Background: an optimization exercise with open tools, aiming at small area, a short achievable clock period and few clock cycles. Do not read the settings as production practice.
Function was checked by simulation only, so behaviour that the tests miss may differ from the original.
Power is estimated from default activity; no workload was simulated.

Design drcore, start of the top module:
module drcore (
    input  wire        clk,
    input  wire        rst,
    input  wire        h_req,
    input  wire        h_we,
    input  wire [3:0]  h_reg,
    input  wire [35:0] h_wdata,
    output reg         h_ack,
    output reg  [35:0] h_rdata,
    output reg         m_req,
    output wire [35:0] m_addr,
    input  wire        m_gnt,
    input  wire        m_rvalid,
    input  wire [7:0]  m_rdata,
    output reg         s_valid,
    output reg         s_kind,
    output reg  [15:0] s_x,
    output reg  [15:0] s_y,
    output reg  [31:0] s_r,
    output reg  [31:0] s_g,
    output reg  [31:0] s_b,
    output reg  [31:0] s_a
);
Size in the first run: roughly 4500 cells after synthesis, roughly 40000 um2 of cells after synthesis.
Settings: LEC_CHECK=0, CAP_MARGIN=20, CORE_MARGIN=2, CORE_UTILIZATION=40, SLEW_MARGIN=20; clock period 16.0 ns.
standard.sh (not shown) runs the stock make flow with config.mk's settings and CLKGATE_MAP_FILE= SYNTH_SCRIPT=/design/flow/synth_recipe.tcl, a recipe that flattens the netlist after the stock synthesis.
==> flow/flow/run.sh <==
#!/bin/bash
set -uo pipefail
export BUFFER_PORTS_ARGS="-buffer_cell sky130_fd_sc_hd__buf_1"
bash standard.sh SETUP_SLACK_MARGIN=11 CTS_CLUSTER_SIZE=20 CTS_CLUSTER_DIAMETER=100 finish > standard_flow.log 2>&1
rc=$?
tail -n 40 standard_flow.log
exit $rc
The starting point went through all stages and came out clean.
Testbench counts at the start, summed over its fixed seeds: cycles 34,360.
Then changed:
--- a/flow/design.v
+++ b/flow/design.v
@@ -208,38 +208,24 @@
     wire       idle_req = (state == S_IDLE) & h_req & ~h_ack;
     wire       do_read  = idle_req & ~h_we;
     wire       do_write = idle_req & h_we;
     wire [2:0] op       = h_wdata[7:5];
     wire       do_cmd   = do_write & (h_reg == R_CMD);
     wire       do_dec0  = do_cmd & (op == 3'b010) & cmd_fmt[4];    
     wire       do_wh    = do_write & ((h_reg == R_WIDTH) | (h_reg == R_HEIGHT));
     wire       dchk2    = (state == S_DCHK2);
     wire       mstart   = do_wh | (schk1 & ~mvalid & (mcnt == 3'd0));
     wire       fetch    = running & m_req & m_gnt;
     wire       pwrite   = running & cv & ~done_now;
     wire       present  = (state == S_PRES) | done_now;
-    wire [35:0] rd_val =
-          ({36{h_reg == R_STATUS}}   & {35'd0, oob})
-        | ({36{h_reg == R_WIDTH}}    & {20'd0, width})
-        | ({36{h_reg == R_HEIGHT}}   & {20'd0, height})
-        | ({36{h_reg == R_BUFLEN}}   & buflen)
-        | ({36{h_reg == R_CUR_BYTE}} & cur_byte)
-        | ({36{h_reg == R_CUR_BIT}}  & {33'd0, cur_bit})
-        | ({36{h_reg == R_STEP}}     & step)
-        | ({36{(h_reg == R_BPP) & bval}}     & {28'd0, bpp})
-        | ({36{(h_reg == R_PIX) & pval}}     & {4'd0, pix})
-        | ({36{(h_reg == R_COLOR_R) & cval}} & {4'd0, color_r})
-        | ({36{(h_reg == R_COLOR_G) & cval}} & {4'd0, color_g})
-        | ({36{(h_reg == R_COLOR_B) & cval}} & {4'd0, color_b})
-        | ({36{(h_reg == R_COLOR_A) & cval}} & {4'd0, color_a});
     always @(posedge clk) begin
         if (rst) begin
             state    <= S_IDLE;
             h_ack    <= 1'b0;
             m_req    <= 1'b0;
             s_valid  <= 1'b0;
             oob      <= 1'b0;
             width    <= 16'd0;
             height   <= 16'd0;
             buflen   <= 36'd0;
             cur_byte <= 36'd0;
             cur_bit  <= 3'd0;
@@ -482,15 +468,32 @@
                     end
                     2'd1: if (d_ga) s_a <= nv; else s_g <= nv;
                     2'd2: s_b <= nv;
                     default: s_a <= nv;
                 endcase
             end
             if (clast & scanning) begin
                 s_kind <= 1'b0;
                 s_x    <= cx;
                 s_y    <= cy;
             end
         end
-        if (do_read) h_rdata <= rd_val;
+        if (do_read) begin
+            case (h_reg)
+                R_STATUS:   h_rdata <= {35'd0, oob};
+                R_WIDTH:    h_rdata <= {20'd0, width};
+                R_HEIGHT:   h_rdata <= {20'd0, height};
+                R_BUFLEN:   h_rdata <= buflen;
+                R_CUR_BYTE: h_rdata <= cur_byte;
+                R_CUR_BIT:  h_rdata <= {33'd0, cur_bit};
+                R_STEP:     h_rdata <= step;
+                R_BPP:      h_rdata <= {28'd0, bpp & {8{bval}}};
+                R_PIX:      h_rdata <= {4'd0, pix & {32{pval}}};
+                R_COLOR_R:  h_rdata <= {4'd0, color_r & {32{cval}}};
+                R_COLOR_G:  h_rdata <= {4'd0, color_g & {32{cval}}};
+                R_COLOR_B:  h_rdata <= {4'd0, color_b & {32{cval}}};
+                R_COLOR_A:  h_rdata <= {4'd0, color_a & {32{cval}}};
+                default:    h_rdata <= 36'd0;
+            endcase
+        end
     end
 endmodule
Result: The new run went through all stages and came out clean. Total power went up by 2.1%. Worst setup slack is better by 0.074 ns. Utilization fell by 0.14 points. Register-to-register slack improved by 0.12 ns. First-iteration DRC count increases by 6.6%.
Testbench counts after the change, summed over its fixed seeds: cycles 34,360.

separate check: timing with driven ports:
No port has a modelled driver above. Below, the same layouts with a new extraction and two added sets of constraints.
Step 1 sets driving cells, clkbuf_16 on the clock port and buf_2 on the other inputs (assumed; they add their load-dependent delay and slew).
Step 2, shift: input delay + t, output delay - t, t = (earliest + latest rising clock arrival at the registers) / 2. This alone moves slack from input paths to output paths.
Slacks: no drivers / after step 1 / after step 2; pairs: no drivers / after step 1.
| run | t, ns | slack for setup (ns) | hold slack, ns | worst register clock-pin slew, ns | worst data-port slew with drivers (ns) |
|---|---|---|---|---|---|
| the first run | 0.692 | 10.890 / 10.903 / 10.212 | 0.441 / 0.441 / 0.441 | 0.10 / 0.10 | 0.12 |
| the second run | 0.714 | 10.965 / 10.930 / 10.217 | 0.427 / 0.427 / 0.427 | 0.09 / 0.09 | 0.11 |
After both steps setup and hold are still met in every run listed. The setup slack of the second run, which loses most, moves by -0.035 ns with the drivers and by -0.748 ns with both steps.
